This is an optimization exercise on Yosys and OpenROAD, whose aim is small area, a short achievable clock period and few clock cycles per item, not a production implementation. Function was checked by simulation only, so behaviour that the tests miss may differ from the original.

--- flow/design.v ---
module r30h (
    input  wire         clk,
    input  wire         rst,         
    input  wire         in_valid,
    input  wire [9:0]   in_token,    
    output wire         in_ready,
    output wire         done,
    output wire         failed,
    output wire [255:0] digest,
    output wire [31:0]  status
);
    localparam integer G         = 5;
    localparam integer KEY_START = 1212;
    localparam integer MID       = 1344;
    localparam integer LAST_GEN  = 2359;
    localparam integer FIRST_OUT = 1849;
    localparam integer LO        = 99;
    localparam integer HI        = 2589;
    localparam integer W         = HI - LO + 1;
    localparam integer KB        = KEY_START - LO;       
    localparam integer MI        = MID - LO;             
    localparam integer NCYC      = (LAST_GEN + G - 1) / G;
    localparam integer SCYC      = (FIRST_OUT - 1) / G;
    localparam integer NS        = NCYC - SCYC;
    localparam integer M         = (G + 1) / 2;
    localparam integer R         = NS * M;
    localparam [1:0] OP_INIT   = 2'd0,
                     OP_PUSH   = 2'd1,
                     OP_FINISH = 2'd2,
                     OP_ABORT  = 2'd3;
    reg         ready;       
    reg         done_r;      
    reg         failed_r;    
    reg         df_r;        
    reg         running;     
    reg         run_n;       
    reg         sampling;    
    reg         odd;         
    reg         padx;        
    reg         fin_after;   
    reg         pad_after;   
    reg [9:0]   cnt;
    reg [63:0]  n;           
    reg         sf;          
    reg         perr;
    reg         lovf;
    reg [7:0]   cause;
    reg [W-1:0] a;           
    reg [R-1:0] ring;
    wire       absorb = ready && !df_r;
    wire       accept = in_valid && ready;
    wire [1:0] op     = in_token[9:8];
    wire [7:0] arg    = in_token[7:0];
    wire [4:0] fill   = n[4:0];
    wire do_init   = accept && op == OP_INIT;
    wire do_push   = accept && absorb && op == OP_PUSH;
    wire do_finish = accept && absorb && op == OP_FINISH;
    wire do_abort  = accept && absorb && op == OP_ABORT;
    wire short_fin = sf;
    wire [W-1:0] layer [0:G-1];
    wire [W-1:0] last_n;         
    assign layer[0] = a;
    genvar gl, gc;
    generate
        for (gl = 0; gl < G; gl = gl + 1) begin : gen_layer
            wire [W-1:0] nr;         
            r30h_nor2 #(.N(W)) u_or (
                .a(layer[gl]),
                .b({1'b0, layer[gl][W-1:1]}),
                .y(nr)
            );
            if (gl < G - 1) begin : g_mid
                r30h_xnor2 #(.N(W)) u_x (
                    .a({layer[gl][W-2:0], 1'b0}),
                    .b(nr),
                    .y(layer[gl+1])
                );
            end else begin : g_last
                r30h_xor2 #(.N(W)) u_x (
                    .a({layer[gl][W-2:0], 1'b0}),
                    .b(nr),
                    .y(last_n)
                );
            end
        end
    endgenerate
    wire [G:1] mid;
    generate
        for (gl = 1; gl < G; gl = gl + 1) begin : gen_mid
            assign mid[gl] = layer[gl][MI];
        end
    endgenerate
    assign mid[G] = !last_n[MI];
    wire [M-1:0] smp;
    wire [M-1:0] smp_in;
    generate
        for (gl = 0; gl < M; gl = gl + 1) begin : gen_smp
            if (2*gl + 2 <= G) begin : g_both
                assign smp[gl] = odd ? mid[2*gl+2] : mid[2*gl+1];
            end else begin : g_even_only
                assign smp[gl] = odd ? 1'b0 : mid[2*gl+1];
            end
            assign smp_in[M-1-gl] = smp[gl];
        end
    endgenerate
    wire [255:0] s;              
    generate
        for (gl = 0; gl < 256; gl = gl + 1) begin : gen_s
            localparam integer GEN = FIRST_OUT + 2*gl;
            localparam integer J   = (GEN - 1) / G - SCYC;
            localparam integer Q   = (GEN - (SCYC + J) * G - 1) / 2;
            assign s[255-gl] = ring[R-1-J*M-Q];
        end
    endgenerate
    always @(posedge clk) begin
        if (rst || do_init)
            ring <= {R{1'b0}};
        else if (sampling)
            ring <= {ring[R-1-M:0], ring[R-1 -: M] ^ smp_in};
    end
    wire [31:0]  lane_we;
    wire [255:0] lane_val;
    genvar gi;
    generate
        for (gi = 0; gi < 32; gi = gi + 1) begin : gen_lane
            assign lane_we[gi] = (do_push && fill == gi) ||
                                 (do_finish && fill <= gi) ||
                                 padx;
            if (gi < 24) begin : g_data
                assign lane_val[255 - 8*gi -: 8] = do_push ? arg : 8'h00;
            end else begin : g_len
                assign lane_val[255 - 8*gi -: 8] =
                    do_push                ? arg :
                    (padx || short_fin)    ? n[63 - 8*(gi-24) -: 8] : 8'h00;
            end
        end
    endgenerate
    wire [255:0] key_val = lane_val ^ s;
    wire [W-1:0] a_run;          
    r30h_nor2 #(.N(W)) u_ld (
        .a({W{run_n}}),
        .b(last_n),
        .y(a_run)
    );
    generate
        for (gc = 0; gc < W; gc = gc + 1) begin : gen_a
            if (gc >= KB && gc < KB + 256) begin : g_key
                wire idle = lane_we[(gc - KB) / 8] ? key_val[255 - (gc - KB)]
                                                   : a[gc];
                wire d;
                r30h_selrun u_sel (.run(running), .yn(last_n[gc]), .idle(idle), .d(d));
                always @(posedge clk)
                    a[gc] <= d;
            end else if (gc == KB + 263) begin : g_one
                always @(posedge clk)
                    a[gc] <= !(running && last_n[gc]);
            end else begin : g_zero
                always @(posedge clk)
                    a[gc] <= a_run[gc];
            end
        end
    endgenerate
    wire [64:0] n_inc = {1'b0, n} + 65'd1;
    always @(posedge clk) begin
        if (rst || do_init) begin
            ready     <= 1'b1;
            done_r    <= 1'b0;
            failed_r  <= 1'b0;
            df_r      <= 1'b0;
            running   <= 1'b0;
            run_n     <= 1'b1;
            sampling  <= 1'b0;
            odd       <= 1'b0;
            padx      <= 1'b0;
            fin_after <= 1'b0;
            pad_after <= 1'b0;
            cnt       <= 10'd0;
            n         <= 64'd0;
            sf        <= 1'b1;
            lovf      <= 1'b0;
            cause     <= 8'd0;
            if (rst)
                perr  <= 1'b0;
        end else begin
            if (accept && df_r)
                perr <= 1'b1;
            if (do_push) begin
                n <= n_inc[63:0];
                sf <= (fill <= 5'd23) || (fill == 5'd31);
                if (n_inc[64])
                    lovf <= 1'b1;
                if (fill == 5'd31) begin
                    ready     <= 1'b0;
                    running   <= 1'b1;
                    run_n     <= 1'b0;
                    cnt       <= 10'd0;
                    odd       <= 1'b0;
                    fin_after <= 1'b0;
                    pad_after <= 1'b0;
                end
            end
            if (do_finish) begin
                ready     <= 1'b0;
                running   <= 1'b1;
                run_n     <= 1'b0;
                cnt       <= 10'd0;
                odd       <= 1'b0;
                fin_after <= short_fin;
                pad_after <= !short_fin;
            end
            if (do_abort) begin
                cause    <= arg;
                failed_r <= 1'b1;
                df_r     <= 1'b1;
            end
            if (padx) begin
                padx      <= 1'b0;
                running   <= 1'b1;
                run_n     <= 1'b0;
                cnt       <= 10'd0;
                odd       <= 1'b0;
                fin_after <= 1'b1;
                pad_after <= 1'b0;
            end
            if (running) begin
                cnt <= cnt + 10'd1;
                if (G % 2 == 1)
                    odd <= !odd;
                if (cnt == SCYC - 1)
                    sampling <= 1'b1;
                if (cnt == NCYC - 1) begin
                    running  <= 1'b0;
                    run_n    <= 1'b1;
                    sampling <= 1'b0;
                    if (fin_after) begin
                        ready  <= 1'b1;
                        done_r <= 1'b1;
                        df_r   <= 1'b1;
                    end else if (pad_after) begin
                        padx   <= 1'b1;
                    end else begin
                        ready  <= 1'b1;
                    end
                end
            end
        end
    end
    assign in_ready = ready;
    assign done     = done_r;
    assign failed   = failed_r;
    assign digest   = s;
    assign status   = {10'd0, 1'b0, fill, cause, 1'b0, lovf, perr, 1'b0,
                       done_r, df_r, df_r, failed_r};
endmodule
module r30h_nor2 #(parameter integer N = 1) (
    input  wire [N-1:0] a,
    input  wire [N-1:0] b,
    output wire [N-1:0] y
);
    assign y = ~(a | b);
endmodule
module r30h_xnor2 #(parameter integer N = 1) (
    input  wire [N-1:0] a,
    input  wire [N-1:0] b,
    output wire [N-1:0] y
);
    assign y = ~(a ^ b);
endmodule
module r30h_xor2 #(parameter integer N = 1) (
    input  wire [N-1:0] a,
    input  wire [N-1:0] b,
    output wire [N-1:0] y
);
    assign y = a ^ b;
endmodule
module r30h_selrun (
    input  wire run,
    input  wire yn,
    input  wire idle,
    output wire d
);
    assign d = run ? !yn : idle;
endmodule
--- flow/run.sh ---
#!/bin/bash
# synth_recipe.tcl (not shown) runs the flow's synth.tcl, then flattens the netlist and writes it again
# the make line also repeats each setting of config.mk as NAME=value (left out here)
make -C /OpenROAD-flow-scripts/flow DESIGN_CONFIG=/design/flow/config.mk WORK_HOME=/design/flow/orfs CLKGATE_MAP_FILE= SYNTH_SCRIPT=/design/flow/synth_recipe.tcl finish
--- flow/config.mk ---
export PLATFORM = sky130hd
export DESIGN_NAME = r30h
export DESIGN_NICKNAME = r30h
export VERILOG_FILES = /design/flow/design.v
export SDC_FILE = /design/flow/constraint.sdc
export NUM_CORES = 4
export LEC_CHECK = 0
export CAP_MARGIN = 20
export CORE_MARGIN = 2
export CORE_UTILIZATION = 65
export SETUP_SLACK_MARGIN = 2.2
export SLEW_MARGIN = 20
export SYNTH_HIERARCHICAL = 1
export SYNTH_MINIMUM_KEEP_SIZE = 0
--- flow/constraint.sdc ---
create_clock -name core_clock -period 5.0 [get_ports {clk}]
set_input_delay 1.0000 -clock core_clock [delete_from_list [all_inputs] [get_ports {clk}]]
set_output_delay 1.0000 -clock core_clock [all_outputs]
set_load 0.01 [all_outputs]
==> results of run 1 <==
[routing by layer]
metal  global-route usage  vias up  part of all wire
li1                     -   101000                 -
met1                0.297    86600              0.48
met2                0.425     1559              0.47
met3               0.0223      596             0.029
met4               0.0602        2             0.025
met5                    0        -          0.000044
[path summary, 6_finish.rpt]
path                   end  cells past startpoint  slack (ns)
setup / recovery   a[1308]                     11        2.21
hold / removal    cause[6]                      2        0.46
setup reg to reg   ring[0]                     13        2.28
hold reg to reg   cause[6]                      2        0.46
[cell type report]
type                    instances  share of cell area
clock buffers                 467              0.0376
flip-flops and latches       2896               0.221
repair buffers                380              0.0137
well taps                    4950              0.0234
multi-input cells           29200               0.692
clock inverters               149             0.00758
diodes                          1          0.00000946
inverters                     286             0.00406
[timing repair]
item	CTS	global route
pin swaps	0	8
buffers inserted	3	8
setup endpoints to repair	506	377
resized for setup	646	481
[per-stage QoR]
| stage | area [um2] | instances | setup WS (ns) |
|---|---|---|---|
| after global placement | 249000 | 37700 | 0.839 |
| after floorplan | 241000 | 32800 | -6.66 |
| after CTS | 261000 | 38300 | 1.98 |
| after detailed placement | 249000 | 37700 | 0.799 |
| final | 265000 | 38300 | 2.21 |
| after global routing | 265000 | 38300 | 2.02 |
[flip-flops by register name, summed over array words and instances, names as in the netlist]
signal / cells
a: 2491
ring: 309
n: 64
cnt: 10
cause: 8
df_r: 1
done_r: 1
failed_r: 1
fin_after: 1
lovf: 1
odd: 1
pad_after: 1
padx: 1
perr: 1
ready: 1
run_n: 1
running: 1
sampling: 1
sf: 1
[critical path: cells and delay by family]
kind	cells	cell delay [ns]
AO/OA/AOI/OAI	1	0.09
XOR/XNOR	1	0.15
buffers and inverters	5	1.43
multiplexers	2	0.31
AND/OR/NAND/NOR	2	0.62
==> reports/qor.txt, run 1 <==
status -> no timing/DRC/antenna violations
Die Span X -> 613 um
vias in the first global route -> 183,000
First-pass DRT Iterations -> 8
Slew HR -> 0.254
GRT Total Usage -> 0.235
commonest non-fill, non-tap cells in the layout -> nor2_1 (15,100), xnor2_1 (9,614), xor2_1 (2,672)
Register Area -> 58,500 um2
critical path cell sequence -> clkdlybuf4s50_1, buf_4, nor2b_1, buf_4, and3_2, buf_12, a21oi_1, xnor2_1, mux2_2, inv_1, mux2i_1
initial antenna violation count -> 5
drt wl/cell -> 11.9 um
RePlAce Congestion -> 0.870
startpoint of the worst hold path -> cause[6]
Total Die Area -> 376,000 um2
clk sinks -> 2,896
Period Utilization, post-route -> 0.558
Multi-input gate area -> 183,000 um2
Max-Cap Viols -> 0
die height -> 613 um
setup violators final -> 0
Post-CTS Hold Fix Bufs -> 0
skew final -> 0.0601 ns
Placement Rows -> 223
H-tree levels -> 5
final max-slew violation count -> 0
Antenna Nets Post-Route -> 0
most frequent cell on the critical path -> buf_4
crit path kind -> in2reg
worst skew pair latency -> 0.95 ns
CTS tree -> yes
final core occ -> 0.716
Placeable Area -> 369,000 um2
DP Wirelength -> 338,000 um
root buf cell -> clkbuf_16
largest net degree at the start of global routing -> 175
layout cells sized above 1 -> 0.0496
number of port buffers -> 290
final hold slack -> 0.463 ns
via density per instance -> 4.96
Syn Inst Count -> 32,800
Initial Util -> 0.653
via count -> 190,000
crit path launch -> in_token[8]
I/O pins -> 304
RSZ-0062 raised after global routing -> yes
worst r2r src -> a[1250]
Clock Path Buffers -> 4
first-pass GRT wire length -> 793,000 um
Max Clk Rate -> 358 MHz
1st-iter DRT viols -> 7,045
startpoint types -> input pin
Setup TNS -> 0 ns
commonest non-fill, non-tap cell in the layout -> nor2_1
CTS Buf Count -> 341
total grt overflow -> 0
minimum clock period after layout -> 2.79 ns
Worst Tran Pin Value -> 1.11 ns
HP Class -> reg2reg
Worst EP required -> 5.83 ns
Arr. time, crit path -> 3.62 ns
Clock transition at path regs -> 0.07 ns
final net count -> 33,100
WL final -> 457,000 um
Hold Fails Final Rpt -> 0
Layout area overhead -> 9.66%
number of remaining DRC errors -> 0
syn_area_per_cell -> 7.37 um2
synth warn -> 7
crit path max fanout -> 25
slowest cell on the critical path -> clkdlybuf4s50_1
max incr delay on CP -> 0.59 ns
crit end category -> flip-flop
Post-Syn Area -> 241,000 um2
FILL cells -> 31,700
Testbench counts, summed over its fixed seeds: cycles 110,537, blocks 222.
==> inputs of run 2 (changes only) <==
--- a/flow/config.mk
+++ b/flow/config.mk
@@ -9,4 +9,6 @@
 export CORE_MARGIN = 2
 export CORE_UTILIZATION = 65
+export CTS_CLUSTER_DIAMETER = 80
+export CTS_CLUSTER_SIZE = 24
 export SETUP_SLACK_MARGIN = 2.2
 export SLEW_MARGIN = 20
==> reports/qor.txt, run 2 <==
slowest cell on the critical path -> clkdlybuf4s50_1
vias in the first global route -> 180,000 (-1.3%)
Worst EP required -> 5.78 ns (-0.05 ns)
dpl ws -> 0.799 ns (unchanged)
crit path launch -> in_token[8]
crit end category -> flip-flop
number of remaining DRC errors -> 0 (unchanged)
Max Clk Rate -> 351 MHz (-2.0%)
via density per instance -> 4.96 (about the same)
Total Die Area -> 376,000 um2 (unchanged)
crit path max fanout -> 23 (-8.0%)
First-pass DRT Iterations -> 5 (-3)
root buf cell -> clkbuf_16
RePlAce Congestion -> 0.870 (unchanged)
Arr. time, crit path -> 3.63 ns (about the same)
CTS Buf Count -> 185 (-46%)
design area -> 260,000 um2 (-1.8%)
synth warn -> 7 (unchanged)
Slew HR -> 0.268 (+0.0142)
Max-Cap Viols -> 0 (unchanged)
HP Class -> reg2reg
1st-iter DRT viols -> 7,144 (+1.4%)
commonest non-fill, non-tap cells in the layout -> nor2_1 (15,100), xnor2_1 (9,567), xor2_1 (2,672)
CTS tree -> yes
H-tree levels -> 4 (-1)
DP Wirelength -> 338,000 um (unchanged)
layout cells sized above 1 -> 0.0442 (-0.00542)
status -> no timing/DRC/antenna violations
Clock transition at path regs -> 0.09 ns (+0.02 ns)
WL final -> 451,000 um (-1.3%)
Post-CTS Hold Fix Bufs -> 0 (unchanged)
setup violators final -> 0 (unchanged)
minimum clock period after layout -> 2.85 ns (+0.0581 ns)
Antenna Nets Post-Route -> 0 (unchanged)
max incr delay on CP -> 0.60 ns (about the same)
initial antenna violation count -> 1 (-4)
worst r2r src -> a[1249]
Final WS setup -> 2.15 ns (-0.0581 ns)
Hold Fails Final Rpt -> 0 (unchanged)
WP buf/inv -> 5 (unchanged)
FILL cells -> 32,400 (+2.3%)
syn_area_per_cell -> 7.37 um2 (unchanged)
max FFs per register -> 2,491 (unchanged)
Period Utilization, post-route -> 0.570 (+0.0116)
worst skew pair latency -> 0.96 ns (about the same)
final core occ -> 0.703 (-0.0131)
Initial Util -> 0.653 (unchanged)
via count -> 189,000 (-0.71%)
Syn Inst Count -> 32,800 (unchanged)
first-pass GRT wire length -> 783,000 um (-1.3%)
number of port buffers -> 290 (unchanged)
total grt overflow -> 0 (unchanged)
clk sinks -> 2,896 (unchanged)
most frequent cell on the critical path -> buf_4
Worst Tran Pin Value -> 1.09 ns (-0.0211 ns)
Post-Syn Area -> 241,000 um2 (unchanged)
critical path cell sequence -> clkdlybuf4s50_1, buf_4, nor2b_1, buf_4, and3_2, buf_12, xor2_1, mux2_2, inv_1, mux2i_1
skew final -> 0.0819 ns (+0.0218 ns)
Inst Count DP -> 37,700 (unchanged)
commonest non-fill, non-tap cell in the layout -> nor2_1
Placement Rows -> 223 (unchanged)
Placeable Area -> 369,000 um2 (unchanged)
top flop regs -> a x2491, ring x309, n x64
startpoint of the worst hold path -> cause[7]
Die Span X -> 613 um (unchanged)
drt wl/cell -> 11.9 um (-0.64%)
GRT Total Usage -> 0.232 (-0.00319)
final hold slack -> 0.465 ns (+0.00158 ns)
largest net degree at the start of global routing -> 175 (unchanged)
final net count -> 32,900 (-0.44%)
placed inst area -> 249,000 um2 (unchanged)
crit path kind -> in2reg
RSZ-0062 raised after global routing -> yes
post-route insts no fill -> 38,000 (-0.72%)
Setup TNS -> 0 ns (unchanged)
die height -> 613 um (unchanged)
register with the most flip-flops -> a
Clock Path Buffers -> 4 (unchanged)
Layout area overhead -> 7.65%
startpoint types -> input pin
final max-slew violation count -> 0 (unchanged)
delay-heaviest family, CP -> buffers and inverters
I/O pins -> 304 (unchanged)
-- run 2: tightest hold or removal path, delay by kind of cell (launching register included) --
family,cells,cell delay (ns)
and+or+nand+nor,1,0.05
AOI/OAI and AO/OA,1,0.05
DFF,1,0.32
-- run 2: final cells by class --
class / count / area [um2] / share of cell area
sequential: 2896 / 58600 / 0.226
timing repair buffer: 390 / 3700 / 0.0142
multi-input combinational: 29200 / 184000 / 0.707
antenna: 4 / 10.0 / 0.0000385
inverter: 286 / 1070 / 0.00413
tap: 4950 / 6190 / 0.0238
clock inverter: 119 / 1620 / 0.00625
clock buffer: 210 / 4940 / 0.0190
-- run 2: repair_timing --
item / CTS / global route
hold endpoints to repair: 0 / 0
gates resized for setup: 705 / 525
pin swaps: 2 / 7
buffers inserted: 13 / 8
endpoints found under the setup margin: 493 / 396
-- run 2: final timing paths --
| check | to | slack [ns] | depth (start not counted) |
|---|---|---|---|
| worst min register to register | cause[7] | 0.46 | 2 |
| worst max register to register | ring[0] | 2.26 | 13 |
| worst max-delay path | a[1158] | 2.15 | 10 |
| worst min-delay path | cause[7] | 0.46 | 2 |
-- run 2: metal layers --
layer  share of wire  wire [um]  vias to the layer above  track usage
li1                -          -                   101000            -
met1            0.48     217000                    86000        0.297
met2            0.47     212000                     1376        0.421
met3           0.027      12400                      427       0.0204
met4           0.022       9700                        0       0.0497
met5               0          0                        -            0
==> inputs of run 3 (changes only) <==
--- a/flow/config.mk
+++ b/flow/config.mk
@@ -8,5 +8,5 @@
 export CAP_MARGIN = 20
 export CORE_MARGIN = 2
-export CORE_UTILIZATION = 65
+export CORE_UTILIZATION = 75
 export CTS_CLUSTER_DIAMETER = 80
 export CTS_CLUSTER_SIZE = 24
==> reports/qor.txt, run 3 <==
status -> no timing/DRC/antenna violations
layout cells sized above 1 -> 0.0516 (+0.00742)
syn_area_per_cell -> 7.37 um2 (unchanged)
hold path cells -> 2 (unchanged)
Slew HR -> 0.218 (-0.0497)
skew final -> 0.0560 ns (-0.0258 ns)
drt wl/cell -> 12.7 um (+6.7%)
final max-slew violation count -> 0 (unchanged)
First-pass DRT Iterations -> 6 (+1)
post-route insts no fill -> 37,300 (-1.8%)
number of port buffers -> 290 (unchanged)
Initial Util -> 0.753 (+0.0994)
Worst EP required -> 5.78 ns (about the same)
minimum clock period after layout -> 2.94 ns (+0.0877 ns)
worst skew pair latency -> 0.92 ns (-0.04 ns)
CTS tree -> yes
crit path kind -> reg2reg
WL final -> 473,000 um (+4.8%)
clk sinks -> 2,896 (unchanged)
Worst Tran Pin Value -> 1.17 ns (+0.0846 ns)
die height -> 571 um (-6.9%)
Total Die Area -> 326,000 um2 (-13%)
Placement Rows -> 208 (-6.7%)
vias in the first global route -> 186,000 (+3.3%)
Worst R2R Setup Slack -> 2.06 ns (-0.20 ns)
register with the most flip-flops -> a
I/O pins -> 304 (unchanged)
max FFs per register -> 2,491 (unchanged)
initial antenna violation count -> 6 (+5)
met3 GRT Util -> 0.0246 (+0.00414)
startpoint types -> flip-flop
RSZ-0062 raised after global routing -> yes
GR met2 Demand/Resource -> 0.504 (+0.0827)
Inst Count DP -> 37,000 (-1.7%)
final core occ -> 0.813 (+0.109)
Placeable Area -> 321,000 um2 (-13%)
commonest non-fill, non-tap cell in the layout -> nor2_1
largest net degree at the start of global routing -> 180 (+2.9%)
H-tree levels -> 4 (unchanged)
via density per instance -> 5.18 (+4.6%)
DP Wirelength -> 342,000 um (+1.0%)
commonest non-fill, non-tap cells in the layout -> nor2_1 (15,100), xnor2_1 (9,309), xor2_1 (2,672)
1st-iter DRT viols -> 8,400 (+18%)
Max Clk Rate -> 341 MHz (-3.0%)
total grt overflow -> 0 (unchanged)
setup violators final -> 0 (unchanged)
Arr. time, crit path -> 3.71 ns (+0.08 ns)
crit end category -> flip-flop
Period Utilization, post-route -> 0.587 (+0.0175)
FILL cells -> 22,900 (-29%)
synth warn -> 7 (unchanged)
CTS Buf Count -> 176 (-4.9%)
gr busiest metal -> met2
GRT Total Usage -> 0.270 (+0.0384)
HP Class -> reg2reg
Max-Cap Viols -> 0 (unchanged)
Clock transition at path regs -> 0.09 ns (about the same)
Syn Inst Count -> 32,800 (unchanged)
root buf cell -> clkbuf_16
Clock Path Buffers -> 4 (unchanged)
number of remaining DRC errors -> 0 (unchanged)
Post-CTS Hold Fix Bufs -> 0 (unchanged)
Die Span X -> 571 um (-6.9%)
first-pass GRT wire length -> 793,000 um (+1.2%)
final net count -> 32,900 (-0.042%)
met1 usage -> 0.330 (+0.0331)
crit path max fanout -> 4 (-83%)
Setup TNS -> 0 ns (unchanged)
Antenna Nets Post-Route -> 0 (unchanged)
Hold Fails Final Rpt -> 0 (unchanged)
Layout area overhead -> 7.95%
RePlAce Congestion -> 0.898 (+3.2%)
via count -> 194,000 (+2.7%)
top flop regs -> a x2491, ring x309, n x64
Post-Syn Area -> 241,000 um2 (unchanged)
R2R depth -> 11 (-2)
## run 3: cell types whose count changed in the layout (fill, tap and decap cells not counted), moves of 6 or more
cell,previous run,this run
xnor2_1,9567,9309
xnor2_2,506,764
dfxtp_2,110,119
clkbuf_16,191,183
buf_4,67,60
inv_6,22,29
clkinv_8,21,15
## run 3: path summary, 6_finish.rpt
| path | start | endpoint |
|---|---|---|
| min | ring[198] | ring[201] |
| max | a[1166] | a[1163] |
| min reg2reg | ring[198] | ring[201] |
| max reg2reg | a[1166] | a[1163] |
## run 3: routing by layer
layer	vias up	part of all wire
li1	101000	-
met4	4	0.030
met5	-	0.000059
met2	2526	0.49
met3	833	0.037
met1	89600	0.44
## run 3: critical path, stage by stage, from the launching register on
cell	delay, ns
dfxtp_1	0.46
nor2_1	0.12
xnor2_2	0.30
nor2_1	0.12
xnor2_1	0.34
nor2_1	0.12
xnor2_1	0.33
nor2_1	0.12
xnor2_1	0.41
nor2_1	0.14
xor2_1	0.23
mux2i_1	0.10
## run 3: layout make-up
type                    instances  area [um2]  share of cell area
multi-input cells           29200      186000               0.712
flip-flops and latches       2896       58600               0.225
well taps                    4305        5390              0.0207
clock buffers                 201        4760              0.0183
repair buffers                384        3710              0.0142
clock inverters               106        1370             0.00527
inverters                     286        1070             0.00412
diodes                          2        5.00           0.0000192
## run 3: what timing repair did
item,4_1_cts,5_1_grt
gates cloned,0,1
resized for setup,719,774
buffers inserted,9,14
pin swaps,3,16
endpoints found under the setup margin,488,506
## run 3: through the flow
stage	setup WS, ns	area, um2	hold slack (ns)
6_report	2.06	261000	0.461
5_1_grt	1.95	261000	0.489
4_1_cts	1.95	255000	0.461
3_5_place_dp	0.819	248000	0.450
3_3_place_gp	0.833	248000	0.442
2_1_floorplan	-6.66	241000	0.424
==> inputs of run 4 (changes only) <==
--- a/flow/design.v
+++ b/flow/design.v
@@ -10,5 +10,5 @@
     output wire [31:0]  status
 );
-    localparam integer G         = 5;
+    localparam integer G         = 6;
     localparam integer KEY_START = 1212;
     localparam integer MID       = 1344;
--- a/flow/config.mk
+++ b/flow/config.mk
@@ -8,8 +8,6 @@
 export CAP_MARGIN = 20
 export CORE_MARGIN = 2
-export CORE_UTILIZATION = 75
-export CTS_CLUSTER_DIAMETER = 80
-export CTS_CLUSTER_SIZE = 24
-export SETUP_SLACK_MARGIN = 2.2
+export CORE_UTILIZATION = 65
+export SETUP_SLACK_MARGIN = 1.9
 export SLEW_MARGIN = 20
 export SYNTH_HIERARCHICAL = 1
==> reports/qor.txt, run 4 <==
Worst EP required -> 5.84 ns (+0.06 ns)
vias in the first global route -> 210,000 (+13%)
setup violators final -> 0 (unchanged)
largest net degree at the start of global routing -> 205 (+14%)
crit path kind -> reg2reg
die height -> 650 um (+14%)
H-tree levels -> 5 (+1)
top flop regs -> a x2491, ring x258, n x64
1st-iter DRT viols -> 9,564 (+14%)
register with the most flip-flops -> a
Placeable Area -> 416,000 um2 (+30%)
Placement Rows -> 237 (+14%)
root buf cell -> clkbuf_16
Total Die Area -> 422,000 um2 (+29%)
RSZ-0062 raised after global routing -> yes
CTS tree -> yes
WL final -> 616,000 um (+30%)
CTS Buf Count -> 350 (+99%)
total grt overflow -> 0 (unchanged)
crit path launch -> a[70]
worst r2r src -> a[70]
via density per instance -> 5.22 (+0.64%)
status -> no timing/DRC/antenna violations
Max-Cap Viols -> 0 (unchanged)
first-pass GRT wire length -> 914,000 um (+15%)
Clock Path Buffers -> 4 (unchanged)
Period Utilization, post-route -> 0.653 (+0.0661)
syn_area_per_cell -> 7.21 um2 (-2.1%)
crit path max fanout -> 3 (-1)
commonest non-fill, non-tap cells in the layout -> nor2_1 (17,500), xnor2_2 (6,752), xnor2_1 (5,807)
DP Wirelength -> 395,000 um (+16%)
GRT Total Usage -> 0.239 (-0.0311)
HP Class -> reg2reg
Arr. time, crit path -> 4.11 ns (+0.40 ns)
Hold Fails Final Rpt -> 0 (unchanged)
Post-CTS Hold Fix Bufs -> 0 (unchanged)
Register Area -> 57,300 um2 (-2.4%)
First-pass DRT Iterations -> 6 (unchanged)
crit end category -> flip-flop
placed inst area -> 279,000 um2 (+12%)
drt wl/cell -> 14.1 um (+11%)
startpoint of the worst hold path -> cause[0]
Worst Tran Pin Value -> 1.24 ns (+0.0631 ns)
Setup TNS -> 0 ns (unchanged)
clk sinks -> 2,844 (-1.8%)
via count -> 228,000 (+18%)
Multi-input gate area -> 261,000 um2 (+41%)
Layout area overhead -> 26.4%
Final WS setup -> 1.73 ns (-0.330 ns)
Die Span X -> 650 um (+14%)
dpl ws -> 0.496 ns (-0.323 ns)
Slew HR -> 0.176 (-0.0421)
Initial Util -> 0.651 (-0.101)
design area -> 342,000 um2 (+31%)
Syn Inst Count -> 37,600 (+15%)
minimum clock period after layout -> 3.27 ns (+0.330 ns)
final net count -> 37,900 (+15%)
Post-Syn Area -> 271,000 um2 (+12%)
Antenna Nets Post-Route -> 0 (unchanged)
FILL cells -> 26,500 (+16%)
synth warn -> 7 (unchanged)
worst skew pair latency -> 0.97 ns (+0.05 ns)
final max-slew violation count -> 0 (unchanged)
commonest non-fill, non-tap cell in the layout -> nor2_1
Max Clk Rate -> 306 MHz (-10%)
initial antenna violation count -> 3 (-3)
RePlAce Congestion -> 0.886 (-1.4%)
max FFs per register -> 2,491 (unchanged)
I/O pins -> 304 (unchanged)
startpoint types -> flip-flop
skew final -> 0.0441 ns (-0.0119 ns)
number of port buffers -> 290 (unchanged)
number of remaining DRC errors -> 0 (unchanged)
Clock transition at path regs -> 0.06 ns (-0.03 ns)
layout cells sized above 1 -> 0.207 (+0.155)
## run 4: routing by layer
layer | track usage | part of all wire
met5 | 0 | 0
met2 | 0.432 | 0.51
met3 | 0.0202 | 0.030
met1 | 0.303 | 0.42
met4 | 0.0670 | 0.032
## run 4: final cells by class
class                           count  area share
Multi-Input combinational cell  34000       0.762
Sequential cell                  2844       0.167
Antenna cell                        7   0.0000512
Tap cell                         5497      0.0201
Timing Repair Buffer              388      0.0116
Inverter                          269     0.00295
Clock buffer                      500      0.0299
Clock inverter                    144     0.00571
## run 4: worst paths after layout
kind,cells after the start,endpoint,slack [ns]
min,2,cause[0],0.45
max reg2reg,13,a[65],1.73
max,13,a[65],1.73
min reg2reg,2,cause[0],0.45
## run 4: metrics by stage
stage / instances / hold slack [ns] / util
2_1_floorplan: 37600 / 0.442 / -
3_3_place_gp: 43000 / 0.443 / 0.671
3_5_place_dp: 43000 / 0.447 / 0.671
4_1_cts: 43700 / 0.455 / 0.702
5_1_grt: 43700 / 0.483 / 0.823
6_report: 43700 / 0.452 / 0.823
## run 4: what timing repair did
item,CTS,global route
setup endpoints to repair,363,2405
setup buffers,0,28
pin swaps,0,75
gates resized for setup,278,6730
endpoints found under the hold margin,0,0
## run 4: critical path, cell delays in order (launching register included)
cell	delay (ns)
dfxtp_1	0.39
nor2_1	0.10
xnor2_2	0.29
nor2_1	0.11
xnor2_1	0.33
nor2_1	0.13
xnor2_1	0.37
nor2_1	0.16
xnor2_2	0.33
nor2_1	0.10
xnor2_1	0.34
nor2_1	0.14
xor2_1	0.26
nor2_1	0.08
Testbench counts of run 4, summed over its fixed seeds: cycles 93,221, blocks 222.

## re-timing with driven ports
How much do the figures lean on ideal ports? The routed layouts below were timed once more, with nothing changed but the port constraints.
Step 1 sets driving cells, clkbuf_16 on the clock port and buf_2 on the other inputs (assumed; they add their load-dependent delay and slew).
Step 2 moves the port delays by t, midway between the first and last clock arrival at a register: inputs arrive t later, outputs are due t later. That takes back most of the time a late clock gives input paths.
Slacks: ideal / step 1 / step 2; pairs: ideal / step 1.
run	shift t [ns]	setup slack, ns	hold WS [ns]
run 1	1.026	2.210 / 2.154 / 1.261	0.463 / 0.463 / 0.463
run 2	1.030	2.152 / 2.163 / 1.201	0.465 / 0.465 / 0.465
run 3	1.015	2.064 / 2.064 / 1.179	0.461 / 0.461 / 0.461
run 4	1.075	1.734 / 1.734 / 0.963	0.452 / 0.452 / 0.452
After both steps every run listed still meets setup and hold. For run 2, which loses most, drivers alone change the setup slack by +0.011 ns; drivers and shift together by -0.951 ns.
